Source: an optimization exercise on an open RTL-to-GDS flow (aim: small area, a short achievable clock period and few clock cycles). Production flows keep margins and buffers that such runs may drop. Function was checked by simulation only, so behaviour that the tests miss may differ from the original. No activity file was given, so power comes from the tool's default toggle rates.

--- design.v ---
module sipfc_codec (
    input  wire        clk,
    input  wire        rst,
    input  wire        req_valid,
    output wire        req_ready,
    input  wire [11:0] req_word,
    output reg         rsp_valid,
    input  wire        rsp_ready,
    output wire [2:0]  rsp_status,
    output reg  [15:0] rsp_data,
    output reg         rsp_empty,
    output reg         rsp_last,
    output reg         fault
);
    localparam [15:0] SEED  = 16'h147A;
    localparam [7:0]  START = 8'hFE;
    localparam [7:0]  ENDB  = 8'h0D;
    localparam [7:0]  ESC   = 8'hF0;
    localparam [2:0] S0 = 3'd0, S1 = 3'd1, S2 = 3'd2, S3 = 3'd3, S4 = 3'd4, S5 = 3'd5;
    function [15:0] ckstep(input [15:0] v, input [7:0] b);
        reg [7:0] rl, rh;
        reg [9:0] lo;
        begin
            rl = ~{v[6:0], v[15]};
            rh = ~v[14:7];
            lo = {2'b00, rl} + {2'b00, rh} + {2'b00, b};
            case (lo[9:8])
                2'd0:    ckstep = {rh,         lo[7:0]};
                2'd1:    ckstep = {rh + 8'd1,  lo[7:0]};
                default: ckstep = {rh + 8'd2,  lo[7:0]};
            endcase
        end
    endfunction
    reg [15:0] ck;
    reg [15:0] enc_ck;
    reg [7:0]  enc_buf [0:61];    
    reg [6:0]  enc_n;             
    reg [6:0]  enc_len;           
    reg [2:0]  dec_state;
    reg [7:0]  dec_buf [0:63];
    reg [6:0]  dec_len;
    reg        rdy_q;
    reg        a_v, b_v;
    reg [11:0] b_w;
    reg [7:0]  data;              
    reg        f_ck_init, f_ck_add, f_ck_read, f_enc_add, f_enc_frm,
               f_dec_add, f_dec_frm, f_dec_rst, f_ill;
    reg        d_fe, d_0d, d_f0;
    assign req_ready = rdy_q;
    reg        rsp_st;
    assign rsp_status = {2'b00, rsp_st};
    wire go = ~rsp_valid | rsp_ready;      
    localparam [2:0] P_ST0 = 3'd0, P_ST1 = 3'd1, P_RAW = 3'd2, P_HI = 3'd3,
                     P_LO  = 3'd4, P_E0  = 3'd5, P_E1  = 3'd6;
    reg        enc_str;       
    reg        dec_str;       
    reg [2:0]  eph;           
    reg [6:0]  idx;           
    reg        esc_ok;        
    wire       esc = esc_ok & (rsp_data[7:0] == START);
    wire [7:0] enc_rd = enc_buf[idx[5:0]];
    wire       raw_last = (idx + 7'd1 == enc_n);
    reg  [7:0] enc_byte;
    always @(*) begin
        case (eph)
            P_RAW:   enc_byte = enc_rd;
            P_HI:    enc_byte = enc_ck[15:8];
            P_LO:    enc_byte = enc_ck[7:0];
            P_E1:    enc_byte = ENDB;
            default: enc_byte = START;
        endcase
    end
    wire [7:0] enc_beat = esc ? ESC : enc_byte;
    wire       enc_last = ~esc & (eph == P_E1);
    wire [7:0] dec_rd  = dec_buf[idx[5:0]];
    wire       dec_lst = (idx + 7'd1 == dec_len);
    wire streaming = enc_str | dec_str;
    wire ex = go & a_v & ~streaming & ~fault;
    wire [6:0] enc_base    = (enc_len == 0) ? 7'd2 : enc_len;
    wire [6:0] enc_add_len = enc_base + (d_fe ? 7'd2 : 7'd1);
    wire       enc_add_ovf = (enc_len == 7'd64) || (enc_len == 7'd63 && d_fe);
    wire       hi_esc = (enc_ck[15:8] == START);
    wire       lo_esc = (enc_ck[7:0] == START);
    wire       enc_frm_ovf = (enc_len > 7'd60) ||
                             (enc_len == 7'd60 && (hi_esc || lo_esc)) ||
                             (enc_len == 7'd59 && hi_esc && lo_esc);
    reg [2:0] dec_nxt;
    reg       dec_app, dec_clr;
    reg       dec_done;
    always @(*) begin
        dec_nxt  = S0;
        dec_app  = 1'b0;
        dec_clr  = (dec_state == S5);
        dec_done = 1'b0;
        case (dec_state)
            S1: dec_nxt = d_fe ? S2 : S0;
            S2: begin
                dec_nxt = d_fe ? S2 : S3;
                dec_app = ~d_fe;
            end
            S3: begin
                dec_nxt = d_fe ? S4 : S3;
                dec_app = ~d_fe;
            end
            S4: begin
                if (d_fe) begin
                    dec_nxt = S2;
                    dec_clr = 1'b1;
                end else if (d_0d) begin
                    dec_nxt  = S5;
                    dec_done = 1'b1;
                end else if (d_f0) begin
                    dec_nxt = S3;
                    dec_app = 1'b1;
                end else begin
                    dec_nxt = S0;
                    dec_clr = 1'b1;
                end
            end
            default: dec_nxt = d_fe ? S1 : S0;    
        endcase
    end
    wire dec_add_ovf = dec_app & dec_len[6];
    wire overflow = (f_enc_add & enc_add_ovf) |
                    (f_enc_frm & enc_frm_ovf) |
                    (f_dec_add & dec_add_ovf);
    reg        push;
    reg        b_st, b_empty, b_last;
    reg [15:0] b_data;
    always @(*) begin
        push    = 1'b0;
        b_st    = 1'b0;
        b_empty = 1'b1;
        b_last  = 1'b1;
        b_data  = {8'h00, dec_rd};
        if (enc_str) begin
            push    = go;
            b_empty = 1'b0;
            b_last  = enc_last;
            b_data  = {8'h00, enc_beat};
        end else if (dec_str) begin
            push    = go;
            b_empty = 1'b0;
            b_last  = dec_lst;
        end else begin
            push = ex & ~overflow;
            b_st = f_ill;
            if (f_ck_read) begin
                b_empty = 1'b0;
                b_data  = ck;
            end
            if (f_dec_add) begin
                b_empty = 1'b0;
                b_data  = {15'd0, dec_done};
            end
            if (f_dec_frm && dec_len != 0) begin
                b_empty = 1'b0;
                b_last  = dec_lst;
            end
            if (f_enc_frm) begin
                b_empty = 1'b0;
                b_last  = 1'b0;
                b_data  = {8'h00, enc_beat};
            end
        end
    end
    wire enc_adv = go & (enc_str | (a_v & ~dec_str & ~fault & f_enc_frm & ~enc_frm_ovf));
    wire dec_adv = go & (dec_str | (a_v & ~enc_str & ~fault & f_dec_frm & dec_len != 0));
    wire fault_n = fault | (ex & overflow);
    wire ni_v    = req_valid & rdy_q;
    wire na_v = ex ? (b_v | ni_v) : (a_v | ni_v);
    wire nb_v = ex ? (b_v & ni_v) : (b_v | (a_v & ni_v));
    wire        a_ld  = ex | ~a_v;
    wire [11:0] a_src = (ex & b_v) ? b_w : req_word;
    wire [3:0]  s_op  = a_src[11:8];
    wire [7:0]  s_d   = a_src[7:0];
    wire        s_z   = (s_d == 8'h00);
    always @(posedge clk) begin
        if (a_ld) begin
            data      <= s_d;
            f_ck_init <= (s_op == 4'h0) & s_z;
            f_ck_add  <= (s_op == 4'h1);
            f_ck_read <= (s_op == 4'h2) & s_z;
            f_enc_add <= (s_op == 4'h3);
            f_enc_frm <= (s_op == 4'h4) & s_z;
            f_dec_add <= (s_op == 4'h5);
            f_dec_frm <= (s_op == 4'h6) & s_z;
            f_dec_rst <= (s_op == 4'h7) & s_z;
            f_ill     <= s_op[3] | (~s_z & (s_op == 4'h0 || s_op == 4'h2 || s_op == 4'h4 ||
                                            s_op == 4'h6 || s_op == 4'h7));
            d_fe      <= (s_d == START);
            d_0d      <= (s_d == ENDB);
            d_f0      <= (s_d == ESC);
        end
        if (!b_v || ex) b_w <= req_word;
        if (rst) begin
            rdy_q <= 1'b1;
            a_v   <= 1'b0;
            b_v   <= 1'b0;
        end else begin
            a_v   <= na_v;
            b_v   <= nb_v;
            rdy_q <= ~fault_n & ~nb_v;
        end
    end
    always @(posedge clk) begin
        if (rst) rsp_valid <= 1'b0;
        else if (go) rsp_valid <= push;
        if (go) begin
            rsp_st    <= b_st;
            rsp_data  <= b_data;
            rsp_empty <= b_empty;
            rsp_last  <= b_last;
        end
    end
    always @(posedge clk) begin
        if (rst) begin
            enc_str <= 1'b0;
            dec_str <= 1'b0;
            eph     <= P_HI;
            idx     <= 7'd0;
            esc_ok  <= 1'b0;
        end else begin
            if (go) esc_ok <= 1'b0;
            if (enc_adv) begin
                enc_str <= ~enc_last;
                if (!esc) begin
                    case (eph)
                        P_ST0: eph <= P_ST1;
                        P_ST1: eph <= P_RAW;
                        P_RAW: begin
                            idx    <= idx + 7'd1;
                            esc_ok <= 1'b1;
                            if (raw_last) eph <= P_HI;
                        end
                        P_HI: begin
                            eph    <= P_LO;
                            esc_ok <= 1'b1;
                        end
                        P_LO: begin
                            eph    <= P_E0;
                            esc_ok <= 1'b1;
                        end
                        P_E0: eph <= P_E1;
                        default: begin       
                            eph <= P_HI;
                            idx <= 7'd0;
                        end
                    endcase
                end
            end else if (dec_adv) begin
                dec_str <= ~dec_lst;
                idx     <= dec_lst ? 7'd0 : idx + 7'd1;
            end
            if (ex && f_enc_add && !enc_add_ovf) eph <= P_ST0;
        end
    end
    integer k;
    wire enc_done = enc_adv & ~esc & (eph == P_E1);
    always @(posedge clk) begin
        if (rst) begin
            ck        <= SEED;
            enc_ck    <= SEED;
            enc_n     <= 7'd0;
            enc_len   <= 7'd0;
            dec_state <= S0;
            dec_len   <= 7'd0;
            fault     <= 1'b0;
        end else begin
            fault <= fault_n;
            if (enc_done) begin
                enc_n   <= 7'd0;
                enc_len <= 7'd0;
                enc_ck  <= SEED;
            end
            if (ex && !overflow) begin
                if (f_ck_init) ck <= SEED;
                if (f_ck_add)  ck <= ckstep(ck, data);
                if (f_enc_add) begin
                    enc_ck  <= ckstep(enc_ck, data);
                    enc_n   <= enc_n + 7'd1;
                    enc_len <= enc_add_len;
                end
                if (f_dec_add) begin
                    dec_state <= dec_nxt;
                    if (dec_app) dec_len <= dec_len + 7'd1;
                    if (dec_clr) dec_len <= 7'd0;
                end
                if (f_dec_rst) begin
                    dec_state <= S0;
                    dec_len   <= 7'd0;
                end
            end
        end
    end
    wire enc_we = ex & f_enc_add;
    wire dec_we = ex & f_dec_add & dec_app;
    always @(posedge clk) begin
        for (k = 0; k < 62; k = k + 1)
            if (enc_we && enc_n[5:0] == k)
                enc_buf[k] <= data;
        for (k = 0; k < 64; k = k + 1)
            if (dec_we && dec_len[5:0] == k)
                dec_buf[k] <= (dec_state == S4) ? START : data;
    end
endmodule
--- flow/run.sh ---
#!/bin/bash
# Standard ORFS layout (the standard.sh, unchanged synthesis), asking the
# resizer's setup repair for more slack than the clock period needs. The clock
# period and the SDC are the standard flow's.
set -euo pipefail
bash standard.sh SETUP_SLACK_MARGIN=6.5 finish > standard_finish.log 2>&1
--- standard.sh ---
#!/bin/bash
# synth_recipe.tcl (not shown) runs the flow's synth.tcl, then flattens the netlist and writes it again
# the make line also repeats each setting of config.mk as NAME=value (left out here)
make -C /OpenROAD-flow-scripts/flow DESIGN_CONFIG=/design/flow/config.mk WORK_HOME=/design/flow/orfs CLKGATE_MAP_FILE= SYNTH_SCRIPT=/design/flow/synth_recipe.tcl "${@:-finish}"
--- config.mk ---
export PLATFORM = sky130hd
export DESIGN_NAME = sipfc_codec
export DESIGN_NICKNAME = sipfc_codec
export VERILOG_FILES = /design/flow/design.v
export SDC_FILE = /design/flow/constraint.sdc
export NUM_CORES = 4
export LEC_CHECK = 0
export CAP_MARGIN = 20
export CORE_MARGIN = 2
export CORE_UTILIZATION = 40
export SLEW_MARGIN = 20
--- constraint.sdc ---
create_clock -name core_clock -period 10.0 [get_ports {clk}]
set_input_delay 2.0000 -clock core_clock [delete_from_list [all_inputs] [get_ports {clk}]]
set_output_delay 2.0000 -clock core_clock [all_outputs]
set_load 0.01 [all_outputs]
==> results of run 1 <==
-- metrics by stage --
stage	hold WS [ns]	setup WS (ns)	total power, uW	cell area, um^2	util
after floorplan	0.4627	6.225	5912	47680	-
after global placement	0.4917	5.026	6229	49760	0.4282
after detailed placement	0.5008	5.010	6235	49770	0.4283
after CTS	0.5078	6.455	10490	55440	0.4771
after global routing	0.5488	6.445	10800	56390	0.4853
final	0.5076	6.364	10600	56400	0.4854
-- timing repair --
| action | in CTS | in global routing |
|---|---|---|
| hold endpoints to repair | 0 | 0 |
| gates cloned | 7 | 13 |
| hold buffers | 0 | 0 |
| pin swaps | 50 | 24 |
| resized for setup | 255 | 75 |
| setup buffers | 66 | 34 |
| endpoints found under the setup margin | 1116 | 64 |
-- cell type report --
cell class / count / area [um^2] / area share
tap: 1524 / 1907 / 0.03381
clock buffer: 140 / 2984 / 0.05291
multi-input combinational: 1913 / 14270 / 0.2531
timing repair buffer: 251 / 2933 / 0.05200
sequential: 1133 / 33300 / 0.5904
inverter: 70 / 276.5 / 0.004903
clock inverter: 62 / 706.9 / 0.01253
timing repair inverter: 1 / 6.256 / 0.0001109
antenna: 5 / 12.51 / 0.0002218
-- cells in the mapped netlist (27+ instances only) --
master / instances / area (um^2)
a22oi_1: 162 / 1216
a21oi_1: 56 / 280.3
o21ai_0: 38 / 190.2
a32oi_1: 85 / 744.5
nand3_1: 362 / 1812
ha_1: 33 / 412.9
dfxtp_1: 74 / 1481
buf_2: 44 / 220.2
nor3_1: 27 / 135.1
and3_1: 138 / 863.3
nor4_1: 41 / 256.5
inv_1: 66 / 247.7
clkbuf_1: 125 / 469.2
edfxtp_1: 1059 / 31800
nand4_1: 135 / 844.6
nor2_1: 231 / 867.1
nand2_1: 110 / 412.9
-- worst max-delay path by stage --
stage / from / endpoint / slack, ns / cells after the start
2_1_floorplan: rsp_ready / dec_len[5] / 6.22 / 10
3_3_place_gp: rsp_ready / enc_ck[1] / 5.03 / 9
3_5_place_dp: rsp_ready / f_ck_init / 5.01 / 9
4_1_cts: idx[0] / rsp_data[3] / 6.46 / 9
5_1_grt: enc_ck[8] / ck[10] / 6.45 / 9
6_report: idx[1] / rsp_data[7] / 6.36 / 12
-- report_power, final --
group	leakage [uW]	switching, uW	internal (uW)
clock	0.00180	1840	2490
sequential	0.0102	55.0	5310
combinational	0.00648	598	305
total	0.0185	2490	8100
-- layer usage --
metal	vias up	routed length (um)
met2	3137	80330
li1	13570	-
met4	14	13700
met1	17220	68010
met3	675	28900
met5	-	230
-- cell families after synthesis --
logic type	synth area share
compound gates	0.09386
mux	0.006063
other cells	0.00008005
xor+xnor	0.008921
simple gates	0.1373
buf+inv	0.02634
flops	0.7105
fa+ha+maj	0.01693
-- worst max-delay path: stages, from the launching register on --
cell	delay [ns]
dfxtp_4	0.41
inv_4	0.07
ha_4	0.18
buf_12	0.14
nor3b_4	0.15
buf_6	0.14
buf_4	0.16
clkbuf_16	0.18
a32oi_1	0.26
nand4_1	0.20
nor4_2	0.99
a311o_1	0.32
o211ai_1	0.13
-- registers in the layout, summed over array words and instances (netlist names), 3 cells and up --
signal / flops
b_w: 12
ck: 16
data: 8
dec_buf: 512
dec_len: 7
dec_state: 3
enc_buf: 496
enc_ck: 16
enc_len: 7
enc_n: 7
eph: 3
idx: 7
rsp_data: 16
==> metrics.md, run 1 <==
| Metric | Value |
|---|---|
| Longest Clk Path Bufs | 3 |
| Number of cells traversed by the worst hold path | 2 |
| Synthesis-to-finish area growth | 20.40% |
| Total power per unit cell area | 187.9 mW/mm^2 |
| Insertion delay of the later-clocked pin in the worst-skew pair | around 0.71 ns |
| Worst min-delay path endpoint | fault |
| Actual slew at the worst max-slew pin | 1.282 ns |
| DRC violation count after routing | 0 |
| H-tree depth reported by CTS | 3 |
| Tcrit/Tclk final | 0.3636 |
| Via count | 34610 |
| Most frequent cells in the layout | edfxtp_1 (1059), nand3_1 (357), a22oi_1 (153) |
| CORE AREA | 0.1162 mm^2 |
| Horizontal die dimension | 346.2 um |
| Classification of the worst-slack hold path | flip-flop to flip-flop |
| Final Hold Vio Count | 0 |
| Number of top-level pins | 40 |
| Count of flip-flops with a built-in enable after synthesis | 1059 |
| Global-route total usage across every layer | 0.3053 |
| Area of the mapped netlist | ~0.047 mm^2 |
| Clock Skews | 0.02080 ns |
| Cells after synthesis | 3325 |
| Total clock buffers created by CTS | about 110 |
| Number of fill cells in the layout | 9912 |
| Number of cells in the finished layout apart from fillers | 5099 |
| Post-synth top flop | edfxtp_1 |
| Tmin final | about 3.6 ns |
| Leakage component of the power | 0.01849 uW |
| Proportion of synthesized chip area in sequential cells | 0.7105 |
| Final-report max-slew violation count | 0 |
| First-pass GRT wire length | approximately 260 mm |
| Post-detail-place hpwl | between 100 and 150 mm |
| Outcome | finished clean |
| Total gr overflow | 0 |
| Clock slew at the register clock pins of the worst setup and hold paths | roughly 0.060 ns |
| CTS tree | built |
| Number of storage elements in the synthesis netlist | 1133 |
| Startpoint of the lowest-slack register-to-register path | idx[1] |
| Worst EP required | ~10 ns |
| Largest net degree at the start of global routing | 111 |
| Area of the die | 0.1199 mm^2 |
| Cell variety after synth | approximately 100 |
| Instance count after placement with tap cells included | 4771 |
| Synth warnings | 3 |
| Starting DRC count in detailed routing | 6222 |
| First-pass iteration count of the detailed router | 6 |
| Nature of the critical path startpoint | flip-flop |
| Worst slew margin relative to its limit | 0.1381 |
| Data arrival time of the critical path | ~4.1 ns |
| Quantity of I/O buffers inserted on ports | 37 |
| Maximum vdd ir drop | between 0.15 and 0.2 mV |
| Die Y-Extent | 346.2 um |
| Via count of the first global-routing pass | 31800 |
| Post-layout net count | 3549 |
| Worst-path maximum fanout | 7 |
| Clock Root Buffer | clkbuf_16 |
| Total of max-cap violations | 0 |
| Final Setup Violations | 0 |
| Register-to-register path setup slack | 6.36 ns |
| Per-cell via count in the routed design | 6.787 |
| Number of cell instances on the worst register-to-register path | 12 |
| Clock Sinks | 1133 |
| Fmax achieved | 275.0 MHz |
| Fraction of final layout cells with drive strength greater than 1 | 0.2011 |
| Total detailed-routing wirelength | 191.2 mm |
| Synthesized area divided by synthesized cell count | 14.09 um^2 |
| RSZ-0062 raised after global routing | true |
| Worst flop-to-flop path endpoint | rsp_data[7] |
| GRT met3 Usage | 0.09368 |
| Starting density of the core | 0.4031 |
| Met2 demand-to-capacity share in global routing | 0.4396 |
| Total Neg Setup Slack | 0 ns |
| GR Util met1 | 0.4084 |
| Count of antenna-violating nets left after detailed routing | 0 |
| Placement row count | 125 |
| Async set-or-reset flop fraction in the synthesized netlist | 0 |
| Antenna violations before repair | 15 |
| GRT Max-Usage Layer | met2 |
| Hold_sp | fault |
| Critical path type | flip-flop to flip-flop |
| Detail-routed net length per standard cell | 37.49 um |
| CP Capture Type | flip-flop |
| Final weighted congestion in routability-driven placement | 1.004 |
| Commonest non-fill, non-tap cell in the layout | edfxtp_1 |
Testbench counts, summed over its fixed seeds: cycles 41,225.
==> run 2: changes to the inputs <==
--- a/design.v
+++ b/design.v
@@ -294,6 +294,6 @@
         end
     end
-    wire enc_we = ex & f_enc_add;
-    wire dec_we = ex & f_dec_add & dec_app;
+    wire enc_we = f_enc_add;
+    wire dec_we = f_dec_add & dec_app & ~dec_len[6];
     always @(posedge clk) begin
         for (k = 0; k < 62; k = k + 1)
--- a/config.mk
+++ b/config.mk
@@ -9,3 +9,5 @@
 export CORE_MARGIN = 2
 export CORE_UTILIZATION = 40
+export CTS_CLUSTER_DIAMETER = 80
+export CTS_CLUSTER_SIZE = 24
 export SLEW_MARGIN = 20
==> run 2 against run 1 <==
Against the previous run:
- non-clock buffer count increased by 15
- final cell count decreased by 1.5%
- clock power decreased by 38%
- hold slack got worse by 0.0015 ns
- setup slack got worse by 0.037 ns
- sequential cell count unchanged
- sequential power about the same
- cell area decreased by 4.6%
- global-route usage decreased by 1.8 points
- combinational power about the same
- first-iteration DRC count decreased by 6.5%
- sequential share of layout area increased by 2.8 points
==> metrics.md, run 2 <==
| Metric | Value |
|---|---|
| Delay-heaviest family, CP | simple AND/OR/NAND/NOR gates |
| Commonest non-fill, non-tap cell in the layout | edfxtp_1 |
| Post-synth top area share | 0.6808 |
| Slowest cell on the critical path | nor2_2 |
| Worst-path cell chain | nor3b_1, buf_4, a21oi_1, nor2_1, nand2_1, nor3_1, nand2_1, nor2_2 |
| Global-route total usage across every layer | 0.2874 |
| DRC violation count after routing | 0 |
| Cell accounting for the most synthesized area | edfxtp_1 |
| Cell variety after synth | 93 |
| Max incr delay on CP | 1.02 ns |
| Met2 wire length | just under 80 mm |
| CORE AREA | 0.1160 mm^2 |
| Worst hold margin | about 0.51 ns |
| Total clock buffers created by CTS | 56 |
| Top cells by area in the synthesized netlist | edfxtp_1 (68%), nand3_1 (5.1%), dfxtp_1 (3.2%) |
| Async set-or-reset flop fraction in the synthesized netlist | 0 |
| Count of buffering cells on the critical path with inverters included | 1 |
| Metal1 wirelength | 66.21 mm |
| Insertion delay of the later-clocked pin in the worst-skew pair | ~0.7 ns |
| Area of the die | 0.1195 mm^2 |
| Count of antenna-violating nets left after detailed routing | 0 |
| Die Y-Extent | 345.7 um |
| First-pass iteration count of the detailed router | 6 |
| Flip-flop count of the largest register after layout | 512 |
| Synthesis-to-finish area growth | 15.19% |
| Starting density of the core | 0.4025 |
| Total Neg Setup Slack | 0 ns |
| CTS tree | built |
| Cell with the most instances on the worst path | nand2_1 |
| Post-synth top cells | edfxtp_1 (1059), nand3_1 (476), nor2_1 (227) |
| Detail-routed net length per standard cell | 36.15 um |
| Clock Sinks | between 1000 and 1500 |
| Via count of the first global-routing pass | 31050 |
| Nature of the critical path startpoint | flip-flop |
| Cells after synthesis | 3371 |
| Largest regs | dec_buf x512, enc_buf x496 |
| Synthesized area divided by synthesized cell count | 13.86 um^2 |
| Horizontal die dimension | 345.7 um |
| Final-report max-slew violation count | 0 |
| Tcrit/Tclk final | 0.3674 |
| Total power per unit cell area | 166.0 mW/mm^2 |
| H-tree depth reported by CTS | 2 |
| Leading cell type by number of instances after synthesis | edfxtp_1 |
| Adder and majority gate portion of the synthesized area | 0.01698 |
| RSZ-0062 raised after global routing | true |
| Antenna violations before repair | 8 |
| Tmin final | 3.674 ns |
| Clock Root Buffer | clkbuf_16 |
| Post-cts hold buffer count | 0 |
| Final Setup Violations | 0 |
| Outcome | finished clean |
| Largest net degree at the start of global routing | 138 |
| Via count | 33440 |
| Total gr overflow | 0 |
| Area of the mapped netlist | 0.04671 mm^2 |
| Per-cell via count in the routed design | approximately 6.7 |
| Multi-input gate area | 0.01391 mm^2 |
| Register Area | 0.03330 mm^2 |
| Worst EP required | 10.32 ns |
| Count of flip-flops with a built-in enable after synthesis | 1059 |
| Classification of the worst-slack hold path | flip-flop to flip-flop |
| Proportion of synthesized chip area in sequential cells | 0.7126 |
| Post-detail-place hpwl | 110.8 mm |
| Total of max-cap violations | 0 |
| Number of storage elements in the synthesis netlist | ~1100 |
| Biggest register | dec_buf |
| Number of top-level pins | 40 |
| Final weighted congestion in routability-driven placement | 0.9666 |
| Mux cell area share after synthesis | 0.005465 |
| Xor-xnor portion of the synthesized cell area | 0.008197 |
| Placement row count | between 100 and 150 |
| Post-synth top flop | edfxtp_1 |
| Most frequent cells in the layout | edfxtp_1 (1059), nand3_1 (471), nand4_1 (168), a22oi_1 (168), buf_4 (166) |
| Wire length on met3 | 24.21 mm |
| Post-layout net count | about 3600 |
| Actual slew at the worst max-slew pin | roughly 1.2 ns |
| CP Capture Type | flip-flop |
| First-pass GRT wire length | ~240 mm |
| Fraction of final layout cells with drive strength greater than 1 | 0.1692 |
| Leakage component of the power | 0.01727 uW |
| Post-synthesis simple-gate area fraction | 0.1474 |
| Worst slew margin relative to its limit | 0.1795 |
| Top Metal Used | met5 |
| Data arrival time of the critical path | roughly 4.0 ns |
| Maximum vdd ir drop | 0.1468 mV |
| Synth warnings | 3 |
| Worst-path maximum fanout | 16 |
| Number of fill cells in the layout | 10230 |
| Quantity of I/O buffers inserted on ports | 37 |
| Total detailed-routing wirelength | 181.6 mm |
| Clock slew at the register clock pins of the worst setup and hold paths | 0.09 ns |
| Combinational family with the most area after synthesis | simple AND/OR/NAND/NOR gates |
| Critical path type | flip-flop to flip-flop |
| Fmax achieved | 272.2 MHz |
| Clock Skews | 0.03927 ns |
| Final Hold Vio Count | 0 |
| Longest Clk Path Bufs | 3 |
| Fraction of the mapped netlist area in compound gates | 0.08441 |
| Starting DRC count in detailed routing | between 5000 and 6000 |
-- run 2: changes by cell type in the layout (fill, tap and decap cells not counted), sizes merged, moves of 9 or more --
cell | before | now
nand2 | 110 | 89
nand3 | 363 | 476
clkbuf | 157 | 72
o21ai | 43 | 30
a22oi | 163 | 172
bufinv | 15 | 2
inv | 71 | 80
and3 | 140 | 99
nand4 | 135 | 168
clkinv | 43 | 3
and2 | 19 | 42
a32oi | 85 | 51
buf | 195 | 219
-- run 2: area by class of cell --
type,instances,share of cell area
Tap cell,1524,0.03544
Timing Repair Buffer,266,0.05084
Clock inverter,12,0.003651
Antenna cell,1,0.00004651
Clock buffer,63,0.02693
Sequential cell,1133,0.6189
Inverter,77,0.005581
Multi-Input combinational cell,1947,0.2585
Timing Repair inverter,1,0.00009302
-- run 2: final timing paths --
| path | start | cells after the start | end | slack [ns] |
|---|---|---|---|---|
| setup / recovery | dec_state[2] | 8 | dec_buf[44][5] | 6.33 |
| hold reg to reg | ck[5] | 2 | ck[5] | 0.51 |
| setup reg to reg | dec_state[2] | 8 | dec_buf[44][5] | 6.33 |
| hold / removal | ck[5] | 2 | ck[5] | 0.51 |
-- run 2: logic make-up (layout without fill, tap and decap cells) --
logic type,Yosys count,count (layout)
AO/OA/AOI/OAI,528,528
XOR/XNOR,39,39
adder cells (fa/ha/maj),52,52
buffers and inverters,294,419
flip-flops,1133,1133
multiplexers,25,25
other,1,3
AND/OR/NAND/NOR,1299,1301
-- run 2: metal layers --
| metal | global-route usage | vias up |
|---|---|---|
| li1 | - | 13500 |
| met4 | 0.1552 | 2 |
| met1 | 0.3888 | 16800 |
| met2 | 0.4333 | 2588 |
| met5 | 0 | - |
| met3 | 0.06250 | 562 |
-- run 2: repair_timing --
item                                    4_1_cts  5_1_grt
pin swaps                                    34       42
gates cloned                                  4       12
endpoints found under the setup margin      285      383
buffers inserted                             37       35
gates resized for setup                     266      139
-- run 2: power breakdown --
part,total (uW),internal (uW),switching [uW]
logic,901,313,589
clock network,2670,1110,1560
registers,5360,5300,59.1
-- run 2: stage by stage --
| step | power, uW | instances | instance area (um^2) | util | setup WS (ns) |
|---|---|---|---|---|---|
| 3_5_place_dp | 6203 | 4859 | 49570 | 0.4272 | 4.588 |
| 2_1_floorplan | 5890 | 3372 | 46870 | - | 5.969 |
| 4_1_cts | 8818 | 4975 | 52590 | 0.4532 | 6.339 |
| 3_3_place_gp | 6197 | 4858 | 49550 | 0.4269 | 4.737 |
| 5_1_grt | 9123 | 5023 | 53800 | 0.4636 | 6.179 |
| 6_report | 8931 | 5024 | 53800 | 0.4636 | 6.326 |
-- run 2: worst register-to-register path, delay by kind of cell (launching register included) --
family	cells	cell delay, ns
compound gates	1	0.10
flops	1	0.48
buf+inv	1	0.22
simple gates	6	2.51
Testbench counts of run 2, summed over its fixed seeds: cycles 41,225.
==> run 3: changes to the inputs <==
--- a/design.v
+++ b/design.v
@@ -56,13 +56,15 @@
     reg        dec_str;       
     reg [2:0]  eph;           
-    reg [6:0]  idx;           
+    reg [6:0]  ptr;           
+    reg [7:0]  rd_enc;        
+    reg [7:0]  rd_dec;        
     reg        esc_ok;        
     wire       esc = esc_ok & (rsp_data[7:0] == START);
-    wire [7:0] enc_rd = enc_buf[idx[5:0]];
-    wire       raw_last = (idx + 7'd1 == enc_n);
+    wire [7:0] enc_rd = enc_buf[ptr[5:0]];
+    wire       raw_last = (ptr == enc_n);
     reg  [7:0] enc_byte;
     always @(*) begin
         case (eph)
-            P_RAW:   enc_byte = enc_rd;
+            P_RAW:   enc_byte = rd_enc;
             P_HI:    enc_byte = enc_ck[15:8];
             P_LO:    enc_byte = enc_ck[7:0];
@@ -73,6 +75,6 @@
     wire [7:0] enc_beat = esc ? ESC : enc_byte;
     wire       enc_last = ~esc & (eph == P_E1);
-    wire [7:0] dec_rd  = dec_buf[idx[5:0]];
-    wire       dec_lst = (idx + 7'd1 == dec_len);
+    wire [7:0] dec_rd  = dec_buf[ptr[5:0]];
+    wire       dec_lst = (ptr == dec_len);
     wire streaming = enc_str | dec_str;
     wire ex = go & a_v & ~streaming & ~fault;
@@ -133,5 +135,5 @@
         b_empty = 1'b1;
         b_last  = 1'b1;
-        b_data  = {8'h00, dec_rd};
+        b_data  = {8'h00, rd_dec};
         if (enc_str) begin
             push    = go;
@@ -172,25 +174,27 @@
     wire nb_v = ex ? (b_v & ni_v) : (b_v | (a_v & ni_v));
     wire        a_ld  = ex | ~a_v;
-    wire [11:0] a_src = (ex & b_v) ? b_w : req_word;
-    wire [3:0]  s_op  = a_src[11:8];
-    wire [7:0]  s_d   = a_src[7:0];
-    wire        s_z   = (s_d == 8'h00);
-    always @(posedge clk) begin
-        if (a_ld) begin
-            data      <= s_d;
-            f_ck_init <= (s_op == 4'h0) & s_z;
-            f_ck_add  <= (s_op == 4'h1);
-            f_ck_read <= (s_op == 4'h2) & s_z;
-            f_enc_add <= (s_op == 4'h3);
-            f_enc_frm <= (s_op == 4'h4) & s_z;
-            f_dec_add <= (s_op == 4'h5);
-            f_dec_frm <= (s_op == 4'h6) & s_z;
-            f_dec_rst <= (s_op == 4'h7) & s_z;
-            f_ill     <= s_op[3] | (~s_z & (s_op == 4'h0 || s_op == 4'h2 || s_op == 4'h4 ||
-                                            s_op == 4'h6 || s_op == 4'h7));
-            d_fe      <= (s_d == START);
-            d_0d      <= (s_d == ENDB);
-            d_f0      <= (s_d == ESC);
+    wire        a_fromb = ex & b_v;      
+    function [19:0] decode(input [11:0] w);
+        reg [3:0] o;
+        reg [7:0] d;
+        reg       z;
+        begin
+            o = w[11:8];
+            d = w[7:0];
+            z = (d == 8'h00);
+            decode = {(o == 4'h0) & z, (o == 4'h1), (o == 4'h2) & z, (o == 4'h3),
+                      (o == 4'h4) & z, (o == 4'h5), (o == 4'h6) & z, (o == 4'h7) & z,
+                      o[3] | (~z & (o == 4'h0 || o == 4'h2 || o == 4'h4 ||
+                                    o == 4'h6 || o == 4'h7)),
+                      (d == START), (d == ENDB), (d == ESC), d};
         end
+    endfunction
+    wire [19:0] dec_req = decode(req_word);
+    wire [19:0] dec_b   = decode(b_w);
+    wire [19:0] a_nxt   = a_fromb ? dec_b : dec_req;
+    always @(posedge clk) begin
+        if (a_ld)
+            {f_ck_init, f_ck_add, f_ck_read, f_enc_add, f_enc_frm, f_dec_add,
+             f_dec_frm, f_dec_rst, f_ill, d_fe, d_0d, d_f0, data} <= a_nxt;
         if (!b_v || ex) b_w <= req_word;
         if (rst) begin
@@ -219,5 +223,5 @@
             dec_str <= 1'b0;
             eph     <= P_HI;
-            idx     <= 7'd0;
+            ptr     <= 7'd1;
             esc_ok  <= 1'b0;
         end else begin
@@ -230,5 +234,5 @@
                         P_ST1: eph <= P_RAW;
                         P_RAW: begin
-                            idx    <= idx + 7'd1;
+                            ptr    <= ptr + 7'd1;
                             esc_ok <= 1'b1;
                             if (raw_last) eph <= P_HI;
@@ -245,5 +249,5 @@
                         default: begin       
                             eph <= P_HI;
-                            idx <= 7'd0;
+                            ptr <= 7'd1;
                         end
                     endcase
@@ -251,9 +255,20 @@
             end else if (dec_adv) begin
                 dec_str <= ~dec_lst;
-                idx     <= dec_lst ? 7'd0 : idx + 7'd1;
+                ptr     <= dec_lst ? 7'd1 : ptr + 7'd1;
             end
             if (ex && f_enc_add && !enc_add_ovf) eph <= P_ST0;
         end
     end
+    wire enc_we = f_enc_add;
+    wire dec_we = f_dec_add & ~dec_len[6];
+    wire       enc_fetch = enc_adv & ~esc;
+    wire [7:0] dec_wbyte = (dec_state == S4) ? START : data;
+    wire [7:0] slot0_nxt = (dec_we && dec_len[5:0] == 6'd0) ? dec_wbyte : dec_buf[0];
+    always @(posedge clk) begin
+        if (enc_fetch && eph == P_ST0)      rd_enc <= enc_buf[0];
+        else if (enc_fetch && eph == P_RAW) rd_enc <= enc_rd;
+        if (dec_adv && !dec_lst)            rd_dec <= dec_rd;
+        else if (!dec_str || dec_adv)       rd_dec <= slot0_nxt;
+    end
     integer k;
     wire enc_done = enc_adv & ~esc & (eph == P_E1);
@@ -294,6 +309,4 @@
         end
     end
-    wire enc_we = f_enc_add;
-    wire dec_we = f_dec_add & dec_app & ~dec_len[6];
     always @(posedge clk) begin
         for (k = 0; k < 62; k = k + 1)
@@ -302,5 +315,5 @@
         for (k = 0; k < 64; k = k + 1)
             if (dec_we && dec_len[5:0] == k)
-                dec_buf[k] <= (dec_state == S4) ? START : data;
+                dec_buf[k] <= dec_wbyte;
     end
 endmodule
==> run 3 against run 2 <==
Against the previous run:
- critical endpoint is now rd_dec[2]
- first-iteration DRC count is 9.6% lower
- clock skew shrank 0.0068 ns
- still clean on timing, DRC and antenna
- count of clock-buffer cells in the layout up 9
- combinational power increased by 5.2%
- sequential cell count increased by 16
- critical path depth increased by 3
- synthesized area down 1.8%
- die area shrank 1.8%
- non-clock buffer count is 47 lower
- sequential power grew 3%
- cell area shrank 4.5%
==> metrics.md, run 3 <==
| Metric | Value |
|---|---|
| Outcome | finished clean |
| Total clock buffers created by CTS | 56 |
| Area of the die | ~0.12 mm^2 |
| Final weighted congestion in routability-driven placement | 0.9651 |
| Final Hold Vio Count | 0 |
| Cell variety after synth | between 80 and 90 |
| Leading cell type by number of instances after synthesis | edfxtp_1 |
| Final-report max-slew violation count | 0 |
| Post-synth top cells | edfxtp_1 (1067), a22oi_1 (463), nor2_1 (270) |
| CORE AREA | 0.1140 mm^2 |
| Worst EP required | 10.55 ns |
| Starting density of the core | 0.4023 |
| Multi-input gate area | 0.01198 mm^2 |
| Data arrival time of the critical path | 4.14 ns |
| Instance count after placement with tap cells included | roughly 4700 |
| Tcrit/Tclk final | 0.3588 |
| Count of flip-flops with a built-in enable after synthesis | 1067 |
| Detail-routed net length per standard cell | 34.45 um |
| Worst slew margin relative to its limit | 0.1525 |
| CP Capture Type | flip-flop |
| Nature of the critical path startpoint | flip-flop |
| Die Y-Extent | 342.7 um |
| Number of cells in the finished layout apart from fillers | roughly 4800 |
| Total gr overflow | 0 |
| Total Neg Setup Slack | 0 ns |
| Worst-case setup slack after placement | 5.088 ns |
| H-tree depth reported by CTS | 2 |
| Most frequent cells in the layout | edfxtp_1 (1067), a22oi_1 (457), nand2_1 (211) |
| Number of top-level pins | 40 |
| Async set-or-reset flop fraction in the synthesized netlist | 0 |
| Worst-path maximum fanout | 19 |
| Total power per unit cell area | 177.6 mW/mm^2 |
| Largest net degree at the start of global routing | 66 |
| Synthesized area divided by synthesized cell count | 14.63 um^2 |
| Quantity of I/O buffers inserted on ports | 37 |
| Antenna violations before repair | 5 |
| Biggest register | dec_buf |
| Global-route total usage across every layer | 0.2749 |
| Longest Clk Path Bufs | 3 |
| Cell accounting for the most synthesized area | edfxtp_1 |
| Proportion of synthesized chip area in sequential cells | 0.7341 |
| Number of fill cells in the layout | 10050 |
| First-pass iteration count of the detailed router | 7 |
| Register Area | 0.03369 mm^2 |
| Clock Sinks | 1149 |
| Synthesis-to-finish area growth | 12.00% |
| Maximum vdd ir drop | around 0.16 mV |
| Post-synth top area share | 0.6984 |
| Actual slew at the worst max-slew pin | ~1.3 ns |
| Placement row count | 124 |
| CTS tree | built |
| Count of antenna-violating nets left after detailed routing | 0 |
| Via count of the first global-routing pass | 28240 |
| Area of the mapped netlist | 0.04588 mm^2 |
| Total detailed-routing wirelength | 165.3 mm |
| Clock slew at the register clock pins of the worst setup and hold paths | 0.10 ns |
| Insertion delay of the later-clocked pin in the worst-skew pair | 0.71 ns |
| Flip-flop count of the largest register after layout | 512 |
| Post-layout worst setup margin | around 6.4 ns |
| Critical path type | flip-flop to flip-flop |
| Synth warnings | 3 |
| Leakage component of the power | ~0.017 uW |
| Classification of the worst-slack hold path | flip-flop to flip-flop |
| Fmax achieved | around 280 MHz |
| Post-detail-place hpwl | between 100 and 150 mm |
| Final Setup Violations | 0 |
| Top cells by area in the synthesized netlist | edfxtp_1 (70%), a22oi_1 (7.6%), dfxtp_1 (3.6%) |
| DRC violation count after routing | 0 |
| Horizontal die dimension | 342.7 um |
| Via count | 30920 |
| RSZ-0062 raised after global routing | true |
| Cells after synthesis | ~3100 |
| First-pass GRT wire length | approximately 220 mm |
| Starting DRC count in detailed routing | 5263 |
| Clock Skews | around 0.032 ns |
| Commonest non-fill, non-tap cell in the layout | edfxtp_1 |
| Per-cell via count in the routed design | 6.443 |
| Clock Root Buffer | clkbuf_16 |
| Number of storage elements in the synthesis netlist | 1149 |
| Tmin final | 3.588 ns |
| Fraction of final layout cells with drive strength greater than 1 | 0.1385 |
| Post-synth top flop | edfxtp_1 |
| Total of max-cap violations | 0 |
| Post-layout net count | 3329 |
| Largest regs | dec_buf x512, enc_buf x496 |
[run 3: changes by cell type after synthesis, moves of 65 or more]
| cell | before | now |
|---|---|---|
| nand2_1 | 89 | 213 |
| nand3_1 | 476 | 67 |
| nand4_1 | 168 | 97 |
| a22oi_1 | 172 | 463 |
| clkbuf_1 | 174 | 77 |
| and3_1 | 99 | 34 |
[run 3: per-layer routing]
metal,up-vias,track usage,part of all wire
li1,12550,-,-
met1,15720,0.3850,0.38
met2,2193,0.4091,0.43
met3,460,0.05934,0.13
met4,4,0.1293,0.059
met5,-,0,0.00016
[run 3: layout make-up]
class / count / area share
well taps: 1512 / 0.03681
clock buffers: 72 / 0.02885
repair buffers: 219 / 0.03611
multi-input cells: 1756 / 0.2332
inverters: 78 / 0.005990
repair inverters: 1 / 0.00009739
diodes: 1 / 0.00004870
flip-flops and latches: 1149 / 0.6556
clock inverters: 11 / 0.003263
[run 3: path summary, 6_finish.rpt]
| kind | cells after the start | from | end | slack (ns) |
|---|---|---|---|---|
| max | 11 | ptr[0] | rd_dec[2] | 6.41 |
| min | 2 | ck[15] | ck[15] | 0.49 |
| min reg2reg | 2 | ck[15] | ck[15] | 0.49 |
| max reg2reg | 11 | ptr[0] | rd_dec[2] | 6.41 |
[run 3: repair_timing]
| action | CTS | global route |
|---|---|---|
| buffers inserted | 22 | 18 |
| gates cloned | 1 | 2 |
| hold endpoints to repair | 0 | 0 |
| endpoints found under the setup margin | 119 | 46 |
| gates resized for setup | 84 | 42 |
| hold buffers | 0 | 0 |
| pin swaps | 12 | 14 |
[run 3: cells by family after synthesis]
kind of cell,synth area share
compound gates,0.1174
xor+xnor,0.008209
fa+ha+maj,0.01729
buf+inv,0.02138
flops,0.7341
mux,0.006490
other cells,0.00008173
simple gates,0.09504
[run 3: stage by stage]
stage	hold slack (ns)	area (um^2)	total power (uW)	utilization
floorplan	0.4322	46060	6130	-
global placement	0.4544	48930	6491	0.4291
detailed placement	0.4690	48960	6504	0.4293
CTS	0.4907	51040	9064	0.4476
global route	0.5180	51390	9355	0.4506
finish	0.4921	51390	9127	0.4506
[run 3: power by group]
part / total [uW] / internal, uW / switching, uW
clock network: 2670 / 1110 / 1550
logic: 948 / 321 / 628
registers: 5510 / 5420 / 88.5
[run 3: worst max-delay path, cell delays in order (launching register included)]
cell	delay, ns
dfxtp_2	0.39
inv_1	0.12
ha_1	0.27
buf_4	0.36
nand3b_1	0.18
buf_4	0.20
nor2_4	0.76
a22oi_1	0.30
nand4_1	0.28
nor2_1	0.06
nand4_1	0.30
o31a_1	0.19
Testbench counts of run 3, summed over its fixed seeds: cycles 41,225.
==> run 4: changes to the inputs <==
--- a/flow/run.sh
+++ b/flow/run.sh
@@ -4,3 +4,3 @@
 # period and the SDC are the standard flow's.
 set -euo pipefail
-bash standard.sh SETUP_SLACK_MARGIN=6.5 finish > standard_finish.log 2>&1
+bash standard.sh SETUP_SLACK_MARGIN=6.7 finish > standard_finish.log 2>&1
==> run 4 against run 3 <==
Against the previous run:
- setup slack gained 0.26 ns
- largest cell class unchanged
- largest power group unchanged
- sequential power is essentially flat
- final cell count grew 1.4%
- synthesized cell count is the same
- still clean on timing, DRC and antenna
- synthesized area is the same
- cell area grew 1.8%
==> metrics.md, run 4 <==
| Metric | Value |
|---|---|
| Outcome | finished clean |
| Tcrit/Tclk final | 0.3328 |
| Final Setup Violations | 0 |
| CP Capture Type | flip-flop |
| Quantity of I/O buffers inserted on ports | 37 |
| Actual slew at the worst max-slew pin | 1.227 ns |
| Largest net degree at the start of global routing | 66 |
| Number of top-level pins | 40 |
| Leakage component of the power | 0.01695 uW |
| H-tree depth reported by CTS | 2 |
| Post-synth top area share | 0.6984 |
| Area of the mapped netlist | 0.04588 mm^2 |
| Antenna violations before repair | 5 |
| Worst slew margin relative to its limit | 0.1791 |
| Post-layout net count | 3394 |
| Flip-flop count of the largest register after layout | 512 |
| First-pass iteration count of the detailed router | 9 |
| Leading cell type by number of instances after synthesis | edfxtp_1 |
| Synthesized area divided by synthesized cell count | 14.63 um^2 |
| Instance count after placement with tap cells included | about 4700 |
| Number of fill cells in the layout | 9886 |
| Horizontal die dimension | 342.7 um |
| Total detailed-routing wirelength | 169.1 mm |
| Classification of the worst-slack hold path | flip-flop to flip-flop |
| CTS tree | built |
| Area of the die | 0.1174 mm^2 |
| Longest Clk Path Bufs | 3 |
| Clock slew at the register clock pins of the worst setup and hold paths | 0.10 ns |
| Per-cell via count in the routed design | 6.360 |
| Total of max-cap violations | 0 |
| Via count | 30950 |
| Delay-heaviest family, CP | simple AND/OR/NAND/NOR gates |
| Worst-path maximum fanout | 7 |
| Data arrival time of the critical path | about 4 ns |
| Post-synth top cells | edfxtp_1 (1067), a22oi_1 (463), nor2_1 (270) |
| Die Y-Extent | 342.7 um |
| Starting density of the core | 0.4023 |
| Synthesis-to-finish area growth | 14.02% |
| Cell variety after synth | 86 |
| Insertion delay of the later-clocked pin in the worst-skew pair | 0.72 ns |
| Max incr delay on CP | 0.49 ns |
| First-pass GRT wire length | 224.9 mm |
| Clock Skews | 0.04837 ns |
| DRC violation count after routing | 0 |
| CORE AREA | 0.1140 mm^2 |
| Count of antenna-violating nets left after detailed routing | 0 |
| Slowest cell on the critical path | or4_1 |
| Commonest non-fill, non-tap cell in the layout | edfxtp_1 |
| Nature of the critical path startpoint | input pin |
| Cells after synthesis | between 3000 and 4000 |
| Global-route total usage across every layer | 0.2751 |
| Final weighted congestion in routability-driven placement | 0.9537 |
| Synth warnings | 3 |
| Number of cells in the finished layout apart from fillers | a little under 5000 |
| Placement row count | 124 |
| Cell accounting for the most synthesized area | edfxtp_1 |
| Async set-or-reset flop fraction in the synthesized netlist | 0 |
| Number of storage elements in the synthesis netlist | 1149 |
| Detail-routed net length per standard cell | about 35 um |
| Most frequent cells in the layout | edfxtp_1 (1067), a22oi_1 (449), nand2_1 (209) |
| Total clock buffers created by CTS | 58 |
| Biggest register | dec_buf |
| RSZ-0062 raised after global routing | true |
| Worst-path cell chain | buf_6, nor2b_4, or4_1, a31oi_1, a22oi_2, buf_4, or3_4, a31o_4, nand2b_4 |
| Clock Sinks | 1149 |
| Final-report max-slew violation count | 0 |
| Fmax achieved | 300.5 MHz |
| Tmin final | 3.328 ns |
| Total power per unit cell area | 177.5 mW/mm^2 |
| Fraction of final layout cells with drive strength greater than 1 | 0.1747 |
| Top cells by area in the synthesized netlist | edfxtp_1 (70%), a22oi_1 (7.6%), dfxtp_1 (3.6%) |
| Post-synth top flop | edfxtp_1 |
| Post-detail-place hpwl | around 110 mm |
| Clock Root Buffer | clkbuf_16 |
| Final Hold Vio Count | 0 |
| Count of buffering cells on the critical path with inverters included | 2 |
| Maximum vdd ir drop | approximately 0.18 mV |
| Via count of the first global-routing pass | 28010 |
| Proportion of synthesized chip area in sequential cells | 0.7341 |
| Critical path type | input pin to flip-flop |
| Total gr overflow | 0 |
| Worst EP required | 10.58 ns |
| Count of flip-flops with a built-in enable after synthesis | 1067 |
| Largest regs | dec_buf x512, enc_buf x496 |
| Starting DRC count in detailed routing | 4931 |
| Total Neg Setup Slack | 0 ns |
[run 4: cell counts after synthesis]
No cell type changed its count.
[run 4: what timing repair did]
item,in CTS,in global routing
hold buffers,0,0
gates resized for setup,183,76
gates cloned,2,10
endpoints found under the setup margin,156,69
pin swaps,19,36
setup buffers,34,53
[run 4: layout make-up]
| class | count | area [um^2] | share of cell area |
|---|---|---|---|
| Clock buffer | 72 | 1526 | 0.02918 |
| Antenna cell | 1 | 2.502 | 0.00004784 |
| Sequential cell | 1149 | 33700 | 0.6443 |
| Timing Repair inverter | 1 | 5.005 | 0.00009567 |
| Clock inverter | 16 | 183.9 | 0.003516 |
| Inverter | 78 | 304.0 | 0.005812 |
| Timing Repair Buffer | 281 | 2437 | 0.04659 |
| Tap cell | 1512 | 1892 | 0.03616 |
| Multi-Input combinational cell | 1757 | 12260 | 0.2343 |
[run 4: path summary, 6_finish.rpt]
check | slack [ns] | end | cells past startpoint | from
worst max-delay path | 6.67 | ptr[0] | 9 | rsp_ready
worst min-delay path | 0.48 | ck[15] | 2 | ck[15]
worst max register to register | 6.68 | rd_dec[5] | 11 | ptr[0]
worst min register to register | 0.48 | ck[15] | 2 | ck[15]
[run 4: per-stage QoR]
step	setup WS, ns	total power [uW]	utilization	cell area, um^2	hold slack (ns)
after floorplan	6.073	6142	-	46190	0.4362
after global placement	5.083	6501	0.4300	49040	0.4474
after detailed placement	5.033	6513	0.4304	49080	0.4622
after CTS	6.649	9131	0.4504	51360	0.4766
after global routing	6.599	9492	0.4587	52310	0.4954
final	6.672	9286	0.4587	52310	0.4774
[run 4: worst register-to-register path: cells and delay by family, from the launching register on]
kind                     cells  cell delay [ns]
AND/OR/NAND/NOR              5             1.33
AO/OA/AOI/OAI                2             0.65
buffers and inverters        3             0.52
flip-flops                   1             0.38
adder cells (fa/ha/maj)      1             0.20
[run 4: per-layer routing]
| layer | up-vias | share of wire | GRT usage |
|---|---|---|---|
| li1 | 12700 | - | - |
| met1 | 15560 | 0.37 | 0.3745 |
| met2 | 2234 | 0.44 | 0.4140 |
| met3 | 449 | 0.13 | 0.06577 |
| met4 | 6 | 0.064 | 0.1357 |
| met5 | - | 0.00024 | 0 |
[run 4: power by group]
group	internal, uW	switching [uW]	leakage [uW]
clock	1110	1590	0.000828
sequential	5420	75.1	0.0104
combinational	386	700	0.00577
[run 4: cells by family (layout without fill, tap and decap cells)]
| logic type | Yosys count | in the layout | synth area share |
|---|---|---|---|
| simple gates | 895 | 896 | 0.09504 |
| xor+xnor | 43 | 43 | 0.008209 |
| buf+inv | 231 | 448 | 0.02138 |
| mux | 28 | 28 | 0.006490 |
| flops | 1149 | 1149 | 0.7341 |
| compound gates | 736 | 736 | 0.1174 |
| other cells | 1 | 3 | 0.00008173 |
| fa+ha+maj | 52 | 52 | 0.01729 |
==> run 5: changes to the inputs <==
--- a/design.v
+++ b/design.v
@@ -272,4 +272,5 @@
     end
     integer k;
+    wire [15:0] ck_sum = ckstep(f_ck_add ? ck : enc_ck, data);
     wire enc_done = enc_adv & ~esc & (eph == P_E1);
     always @(posedge clk) begin
@@ -291,7 +292,7 @@
             if (ex && !overflow) begin
                 if (f_ck_init) ck <= SEED;
-                if (f_ck_add)  ck <= ckstep(ck, data);
+                if (f_ck_add)  ck <= ck_sum;
                 if (f_enc_add) begin
-                    enc_ck  <= ckstep(enc_ck, data);
+                    enc_ck  <= ck_sum;
                     enc_n   <= enc_n + 7'd1;
                     enc_len <= enc_add_len;
--- a/flow/run.sh
+++ b/flow/run.sh
@@ -4,3 +4,3 @@
 # period and the SDC are the standard flow's.
 set -euo pipefail
-bash standard.sh SETUP_SLACK_MARGIN=6.7 finish > standard_finish.log 2>&1
+bash standard.sh SETUP_SLACK_MARGIN=6.5 finish > standard_finish.log 2>&1
==> run 5 against run 4 <==
Against the previous run:
- still clean
- clock power fell by 2%
- wire length down 1.8%
- critical path depth increased by 6
- hold slack got worse by 0.0075 ns
- cell area decreased by 1.8%
- synthesized cell count decreased by 2.4%
- power shrank 2.2%
- core utilization shrank 0.25 points
- global-route usage grew 0.39 points
- via count fell by 1.3%
- combinational power shrank 16%
- largest cell class unchanged
- highest routed layer is now met4
==> metrics.md, run 5 <==
| Metric | Value |
|---|---|
| Antenna violations before repair | 1 |
| Via count | approximately 31000 |
| Clock slew at the register clock pins of the worst setup and hold paths | 0.10 ns |
| Number of top-level pins | 40 |
| Leakage component of the power | 0.01649 uW |
| Tcrit/Tclk final | 0.3668 |
| Register Area | 0.03369 mm^2 |
| Classification of the worst-slack hold path | flip-flop to flip-flop |
| CP Capture Type | flip-flop |
| Startpoint of the lowest-slack register-to-register path | f_ck_add |
| Area of the die | roughly 0.12 mm^2 |
| Area of the mapped netlist | 0.04551 mm^2 |
| Final-report max-slew violation count | 0 |
| Tmin final | ~3.7 ns |
| Global-route total usage across every layer | 0.2790 |
| Cell variety after synth | 91 |
| Worst min-delay path endpoint | dec_buf[0][5] |
| Placement row count | 123 |
| Post-detail-place hpwl | 104.3 mm |
| Cells after synthesis | 3061 |
| Starting density of the core | 0.4040 |
| Biggest register | dec_buf |
| Number of storage elements in the synthesis netlist | 1149 |
| Horizontal die dimension | 341.3 um |
| Quantity of I/O buffers inserted on ports | 37 |
| Total of max-cap violations | 0 |
| Worst slew margin relative to its limit | 0.1666 |
| Starting DRC count in detailed routing | 5236 |
| Top cells by area in the synthesized netlist | edfxtp_1 (70%), a22oi_1 (7.7%), dfxtp_1 (3.6%) |
| Post-synth top area share | 0.7041 |
| Total detailed-routing wirelength | 166.1 mm |
| RSZ-0062 raised after global routing | true |
| Flip-flop count of the largest register after layout | between 500 and 600 |
| Register-to-register path setup slack | 6.33 ns |
| Per-cell via count in the routed design | 6.473 |
| Total Neg Setup Slack | 0 ns |
| Synthesized area divided by synthesized cell count | 14.87 um^2 |
| Count of antenna-violating nets left after detailed routing | 0 |
| Maximum vdd ir drop | 0.1365 mV |
| Fmax achieved | about 270 MHz |
| Post-synth top flop | edfxtp_1 |
| Most frequent cells in the layout | edfxtp_1 (1067), a22oi_1 (464), nand2_1 (190) |
| Commonest non-fill, non-tap cell in the layout | edfxtp_1 |
| Clock Sinks | 1149 |
| Final standard cell area without fillers | 0.05139 mm^2 |
| Final Hold Vio Count | 0 |
| Instance count after placement with tap cells included | 4575 |
| Synth warnings | 3 |
| Placed Instance Area | 0.04847 mm^2 |
| Insertion delay of the later-clocked pin in the worst-skew pair | 0.71 ns |
| Critical path type | flip-flop to flip-flop |
| Clock Root Buffer | clkbuf_16 |
| Outcome | finished clean |
| Slowest cell on the critical path | fa_1 |
| Actual slew at the worst max-slew pin | 1.249 ns |
| Worst EP required | approximately 11 ns |
| CTS tree | built |
| Largest regs | dec_buf x512, enc_buf x496 |
| Die Y-Extent | 341.3 um |
| Number of cell instances on the worst register-to-register path | 15 |
| Async set-or-reset flop fraction in the synthesized netlist | 0 |
| First-pass iteration count of the detailed router | 8 |
| Detail-routed net length per standard cell | 35.21 um |
| Final Setup Violations | 0 |
| DRC violation count after routing | 0 |
| CORE AREA | around 0.11 mm^2 |
| Number of cells traversed by the worst hold path | 2 |
| Worst flop-to-flop path endpoint | ck[12] |
| Cell accounting for the most synthesized area | edfxtp_1 |
| Worst-path cell chain | buf_6, mux2_4, fa_1, inv_2, ha_4, inv_2, fa_2, nor2b_2, o31a_1, o31a_1, a32oi_2, a211oi_2, xnor2_1, buf_4, a22oi_2 |
| Total power per unit cell area | 176.8 mW/mm^2 |
| Worst-path maximum fanout | 6 |
| Data arrival time of the critical path | 4.30 ns |
| Fraction of final layout cells with drive strength greater than 1 | 0.1586 |
| Max incr delay on CP | about 0.56 ns |
| Count of flip-flops with a built-in enable after synthesis | roughly 1100 |
| H-tree depth reported by CTS | 2 |
| First-pass GRT wire length | 225.9 mm |
| Multi-input gate area | 0.01190 mm^2 |
| Post-synth top cells | edfxtp_1 (1067), a22oi_1 (468), nor2_1 (265) |
| Post-layout net count | 3249 |
| Nature of the critical path startpoint | flip-flop |
| Clock Skews | 0.02830 ns |
| Synthesis-to-finish area growth | 12.93% |
| Number of cells in the finished layout apart from fillers | 4719 |
| Final weighted congestion in routability-driven placement | 0.9427 |
| Hold_sp | dec_buf[0][5] |
| Total clock buffers created by CTS | 56 |
| Longest Clk Path Bufs | 3 |
| Largest net degree at the start of global routing | 65 |
| Number of fill cells in the layout | between 9000 and 10000 |
| Leading cell type by number of instances after synthesis | edfxtp_1 |
| Proportion of synthesized chip area in sequential cells | 0.7401 |
| Via count of the first global-routing pass | 27960 |
| Total gr overflow | 0 |
## run 5: changes by cell type after synthesis, sizes merged, moves of 10 or more
cell and change:
xnor2 -11, ha -10, inv -16, or3 -10
nand3 -16, buf -20, a21oi -21, nand2 -20
clkbuf +29
## run 5: metal layers
metal	up-vias	global-route usage	routed length [um]
li1	12350	-	-
met4	0	0.1171	8949
met3	443	0.07683	23130
met1	15440	0.3792	61190
met2	2318	0.4223	72870
met5	-	0	0
## run 5: final cells by class
cell class                      instances  area share
Sequential cell                      1149      0.6555
Antenna cell                            3   0.0001461
Timing Repair Buffer                  241     0.03946
Inverter                               61    0.004918
Tap cell                             1500     0.03652
Multi-Input combinational cell       1691      0.2316
Clock buffer                           62     0.02812
Clock inverter                         12    0.003749
## run 5: repair_timing
item / in CTS / in global routing
pin swaps: 29 / 16
setup buffers: 48 / 18
cloned: 1 / 0
resized for setup: 117 / 42
endpoints found under the setup margin: 165 / 38
hold buffers: 0 / 0
## run 5: worst max-delay path by stage
stage / startpoint / endpoint / slack (ns) / depth (start not counted)
after global routing: f_ck_add / ck[12] / 6.23 / 15
after detailed placement: rsp_ready / enc_len[4] / 4.81 / 8
final: f_ck_add / ck[12] / 6.33 / 15
after CTS: f_ck_add / ck[12] / 6.40 / 16
after global placement: rsp_ready / enc_n[6] / 4.88 / 8
after floorplan: rsp_ready / rd_enc[0] / 6.17 / 7
## run 5: critical path, delay by kind of cell (launching register included)
| kind | cells | cell delay [ns] |
|---|---|---|
| AOI/OAI and AO/OA | 5 | 1.27 |
| adders and majority gates | 3 | 0.91 |
| DFF | 1 | 0.48 |
| buffers and inverters | 4 | 0.45 |
| muxes | 1 | 0.31 |
| xor gates and xnor gates | 1 | 0.14 |
| and+or+nand+nor | 1 | 0.05 |
## run 5: logic make-up (layout without fill, tap and decap cells)
family	Yosys count	count (layout)	share of synthesized area
fa+ha+maj	33	33	0.01072
buf+inv	223	376	0.02098
compound gates	729	729	0.1202
flops	1149	1149	0.7401
xor+xnor	31	31	0.005966
mux	42	42	0.01015
other cells	1	5	0.00008240
simple gates	853	854	0.09177
## run 5: power by group
group / total, uW / switching, uW / internal (uW)
registers: 5510 / 87.0 / 5430
logic: 917 / 598 / 318
clock network: 2650 / 1530 / 1130
total: 9080 / 2210 / 6870
## run 5: per-stage QoR
| stage | utilization | setup slack [ns] | hold WS (ns) | power (uW) |
|---|---|---|---|---|
| 2_1_floorplan | - | 6.166 | 0.4323 | 6059 |
| 3_3_place_gp | 0.4299 | 4.881 | 0.4463 | 6396 |
| 3_5_place_dp | 0.4302 | 4.813 | 0.4557 | 6409 |
| 4_1_cts | 0.4527 | 6.398 | 0.4702 | 9023 |
| 5_1_grt | 0.4561 | 6.228 | 0.4965 | 9293 |
| 6_report | 0.4562 | 6.332 | 0.4699 | 9084 |
Testbench counts of run 5, summed over its fixed seeds: cycles 41,225.

static timing again, ports no longer ideal:
Ports are ideal in the flow. The routed layouts listed here were re-timed in OpenROAD. Step 1 (the two cells are an assumption about what drives the block):
set clk [get_ports {clk}]
set_driving_cell -lib_cell sky130_fd_sc_hd__clkbuf_16 $clk
set_driving_cell -lib_cell sky130_fd_sc_hd__buf_2 [delete_from_list [all_inputs] $clk]
Step 2 times the ports against the registers' clock, not the clock port: input delays grow and output delays shrink by t, the midpoint of the rising clock arrivals with the driver on. Slacks: ideal ports / drivers / drivers and shift; pairs: ideal ports / drivers.
run	shift t [ns]	setup slack, ns	slew at the worst register clock pin (ns)
run 1	0.770	6.364 / 6.364 / 5.793	0.07 / 0.07
run 2	0.750	6.326 / 6.326 / 5.867	0.11 / 0.11
run 3	0.769	6.412 / 6.412 / 5.930	0.11 / 0.11
run 4	0.772	6.672 / 6.637 / 5.938	0.11 / 0.11
run 5	0.772	6.332 / 6.332 / 5.873	0.10 / 0.10
After both steps setup and hold are still met in every run listed. The setup slack of run 4, which loses most, moves by -0.035 ns with the drivers and by -0.734 ns with both steps.
